Background: an optimization exercise with open tools, aiming at small area. Do not read the settings as production practice. Function was checked by simulation only, so behaviour that the tests miss may differ from the original. No driver is modelled on the clock port, so clock power and skew are understated where the tree is cut down; a real chip needs a root buffer or a tree. Power figures rest on the tool's default switching activity, not on a simulated workload.

==> flow/design.v (excerpt) <==
module zcpd_core (
    input  wire        clk,
    input  wire        rst_n,
    input  wire        op_valid,
    input  wire [23:0] op_word,
    output reg  [15:0] rdata,
    output reg         rdata_valid,
    output wire        gate_out,
    output wire        heartbeat_out,
    output wire        cal_done
);
export LEC_CHECK = 0
export CAP_MARGIN = 10
export CORE_MARGIN = 2
export CORE_UTILIZATION = 40
export GPL_TIMING_DRIVEN = 0
export PLACE_DENSITY = 0.6
export SLEW_MARGIN = 10
create_clock -name core_clock -period 25.0 [get_ports {clk}]
standard.sh (not shown) runs the stock make flow with config.mk's settings and CLKGATE_MAP_FILE= SYNTH_SCRIPT=/design/flow/synth_recipe.tcl, a recipe that flattens the netlist after the stock synthesis.
==> flow/flow/run.sh <==
#!/bin/bash
# Layout flow: the standard synthesis, then a stronger area-oriented
# re-mapping of its combinational logic (every register instance of the
# standard synthesis is kept as is, and the result is checked equivalent),
# then the standard ORFS flow from the floorplan on, with port buffers of the
# smallest buffer cell and a clock tree of four clkbuf_16 fed by the clock port
# (ORFS's CTS if that leaves a clock-pin slew near the limit).
set -uo pipefail
HERE=$(pwd)
RES=$HERE/orfs/results/$FLOW_PLATFORM/zcpd_core/base
ROUNDS=${ROUNDS:-2}
DS_T=${DS_T:-300}
SEEDS="0 1 2 3"

bash standard.sh synth > synth_std.log 2>&1 || { echo "standard synth failed"; exit 1; }
cp $RES/1_2_yosys.v $HERE/std_netlist.v

regs() { grep -E "^\s*sky130_fd_sc_hd__(df|edf|sdf|dl)[a-z0-9_]* " "$1" | sed 's/(.*//; s/ *$//' | sort; }
area() { grep "Chip area" "$1" | awk '{print $NF}'; }
regs $HERE/std_netlist.v > regs_std.txt

# Re-mapping: ROUNDS rounds of ABC deepsyn with several seeds, and a plain
# re-mapping, in parallel, each round starting from the smallest netlist so far.
best=$HERE/std_netlist.v
best_area=1e12
for r in $(seq 1 $ROUNDS); do
    for s in $SEEDS; do
    d=$HERE/resynth_r${r}_s${s}
    mkdir -p $d
    cp $best $d/std_netlist.v
    if [[ $s == P ]]; then
      # re-map the best netlist so far with more area recovery
      printf "strash\n&get -n\n&dch -f\n&nf -a -R 1000\n&put\n" > $d/resynth.abc
    else
      printf "strash\n&get -n\n&deepsyn -T $DS_T -S $(( (r - 1) * 4 + s ))\n&dch -f\n&nf -a\n&put\n" > $d/resynth.abc
    fi
    (cd $d && yosys -c $HERE/flow/resynth.tcl > resynth.log 2>&1) &
  done
  wait
  for s in $SEEDS; do
    d=$HERE/resynth_r${r}_s${s}
    [[ -s $d/resynth_netlist.v && -s $d/resynth_stat.txt ]] || continue
    regs $d/resynth_netlist.v > $d/regs.txt
    cmp -s regs_std.txt $d/regs.txt || continue
    a=$(area $d/resynth_stat.txt)
    echo "round $r seed $s: area $a" | tee -a resynth_rounds.log
    if python3 -c "import sys; sys.exit(0 if float('$a') < float('$best_area') else 1)"; then
      best=$d/resynth_netlist.v; best_area=$a
    fi
  done
done
rm -f $HERE/resynth_r*/std_netlist.v

ok=0
if [[ $best != $HERE/std_netlist.v && $(wc -l < regs_std.txt) -gt 0 ]]; then
  cp $best $HERE/resynth_netlist.v
  # equivalence of the re-mapped netlist with the standard one
  yosys -c $HERE/flow/equiv.tcl > equiv.log 2>&1 && ok=1
fi
if [[ $ok == 1 ]]; then
  echo "using re-mapped netlist $best (area $best_area)" | tee flow_choice.log
  cp $HERE/resynth_netlist.v $RES/1_2_yosys.v
  rm -f $RES/1_synth.odb $RES/1_synth.sdc
else
  echo "re-mapping rejected, using the standard netlist" | tee flow_choice.log
fi

CTS_ARGS="$(cat $HERE/flow/cts_args.txt)"
MAKE_ARGS=(BUFFER_PORTS_ARGS="-buffer_cell sky130_fd_sc_hd__buf_1" CTS_ARGS="$CTS_ARGS")
bash standard.sh "${MAKE_ARGS[@]}" place > layout_place.log 2>&1
# Clock tree of a few large clock buffers (cts_step.tcl) in place of CTS; if
# it fails, ORFS's CTS runs instead with CTS_ARGS.
if [[ -f $RES/3_place.odb ]]; then
  HERE=$HERE RES=$RES NCLK=4 CLKBUF=sky130_fd_sc_hd__clkbuf_16 \
    openroad -no_init -exit $HERE/flow/cts_step.tcl > cts_step.log 2>&1 \
    || { echo "manual clock tree failed, using CTS"; rm -f $RES/4_1_cts.odb $RES/4_cts.sdc; }
fi
bash standard.sh "${MAKE_ARGS[@]}" finish > layout.log 2>&1
if [[ -f $RES/6_final.odb && ! -f $RES/used_cts ]]; then
  HERE=$HERE RES=$RES openroad -no_init -exit $HERE/flow/slew_check.tcl > slew_check.log 2>&1
  slew=$(grep CLK_SLEW_MAX slew_check.log | awk '{print $2}')
  echo "largest clock-pin slew with the manual clock tree: $slew" | tee -a flow_choice.log
  if [[ -z "$slew" ]] || python3 -c "import sys; sys.exit(0 if float('$slew') > 0.105 else 1)"; then
    echo "redoing the layout from CTS with ORFS's CTS" | tee -a flow_choice.log
    rm -f $RES/4_1_cts.odb $RES/4_cts.odb $RES/4_cts.sdc $RES/5_* $RES/6_* out/final.def
    touch $RES/used_cts
    bash standard.sh "${MAKE_ARGS[@]}" finish > layout_cts.log 2>&1
  fi
fi
status=$?
tail -20 layout.log
exit $status
==> flow/flow/equiv.tcl <==
# Prove the re-mapped netlist equivalent to the standard synthesis netlist.
yosys -import
set lib $::env(FLOW_HOME)/platforms/sky130hd/lib/sky130_fd_sc_hd__tt_025C_1v80.lib
read_liberty -ignore_miss_func $lib
read_verilog std_netlist.v
yosys rename zcpd_core gold
read_verilog resynth_netlist.v
yosys rename zcpd_core gate
yosys flatten gold gate
# match the two netlists on ports and register outputs only: hide the
# generated internal net names, which may coincide between them
yosys rename -hide gold/w:_* gate/w:_*
equiv_make gold gate eq
hierarchy -top eq
equiv_simple -seq 2
equiv_induct
equiv_status -assert
Other scripts of this flow, unchanged in this note and not shown: flow/flow/cts_args.txt, flow/flow/cts_step.tcl, flow/flow/manual_cts.tcl, flow/flow/resynth.tcl, flow/flow/slew_check.tcl
Next try:
--- a/flow/flow/run.sh
+++ b/flow/flow/run.sh
@@ -9,7 +9,7 @@
 HERE=$(pwd)
 RES=$HERE/orfs/results/$FLOW_PLATFORM/zcpd_core/base
-ROUNDS=${ROUNDS:-2}
-DS_T=${DS_T:-300}
-SEEDS="0 1 2 3"
+ROUNDS=${ROUNDS:-4}
+DS_T=${DS_T:-120}
+SEEDS="0 1 2 P"
 
 bash standard.sh synth > synth_std.log 2>&1 || { echo "standard synth failed"; exit 1; }
@@ -33,5 +33,5 @@
       printf "strash\n&get -n\n&dch -f\n&nf -a -R 1000\n&put\n" > $d/resynth.abc
     else
-      printf "strash\n&get -n\n&deepsyn -T $DS_T -S $(( (r - 1) * 4 + s ))\n&dch -f\n&nf -a\n&put\n" > $d/resynth.abc
+      printf "strash\n&get -n\n&deepsyn -T $DS_T -S $(( (r - 1) * 3 + s ))\n&dch -f\n&nf -a\n&put\n" > $d/resynth.abc
     fi
     (cd $d && yosys -c $HERE/flow/resynth.tcl > resynth.log 2>&1) &
--- a/flow/flow/equiv.tcl
+++ b/flow/flow/equiv.tcl
@@ -8,7 +8,4 @@
 yosys rename zcpd_core gate
 yosys flatten gold gate
-# match the two netlists on ports and register outputs only: hide the
-# generated internal net names, which may coincide between them
-yosys rename -hide gold/w:_* gate/w:_*
 equiv_make gold gate eq
 hierarchy -top eq
--- a/flow/config.mk
+++ b/flow/config.mk
@@ -6,8 +6,8 @@
 export NUM_CORES = 4
 export LEC_CHECK = 0
-export CAP_MARGIN = 10
+export CAP_MARGIN = 20
 export CORE_MARGIN = 2
 export CORE_UTILIZATION = 40
 export GPL_TIMING_DRIVEN = 0
 export PLACE_DENSITY = 0.6
-export SLEW_MARGIN = 10
+export SLEW_MARGIN = 20
After rerunning: Setup slack got worse by 0.30 ns. Cell count came out higher slightly. Sequential power barely changes. Wire length came out higher by a few percent. Clock power stays flat. Power stays flat. Critical path depth came out higher by 2. Die area came out higher slightly. Hold slack improved by 0.013 ns. Combinational power stays flat.
No run of this note takes its clock network from TritonCTS; it comes from the design's own scripts or RTL.

-- separate check: timing with driven ports --
No port has a modelled driver above. Below, the same layouts with a new extraction and two added sets of constraints. Step 1: set_driving_cell puts a clkbuf_16 on clk and a buf_2 on each other input, an assumption about the parent block. Step 2 times the ports against the registers' clock, not the clock port: input delays grow and output delays shrink by t, the midpoint of the rising clock arrivals with the driver on. a / b / c = ideal / step 1 / step 2; a / b = the first two.
run	t, ns	slack for setup (ns)	slew at the worst register clock pin (ns)	worst data-port slew with drivers (ns)
the first run	0.228	16.152 / 16.211 / 15.983	0.09 / 0.09	0.03
the second run	0.232	15.857 / 15.924 / 15.692	0.09 / 0.09	0.03
After both steps every run listed still meets setup and hold. The setup slack of the first run, which loses most, moves by +0.059 ns with the drivers and by -0.169 ns with both steps.
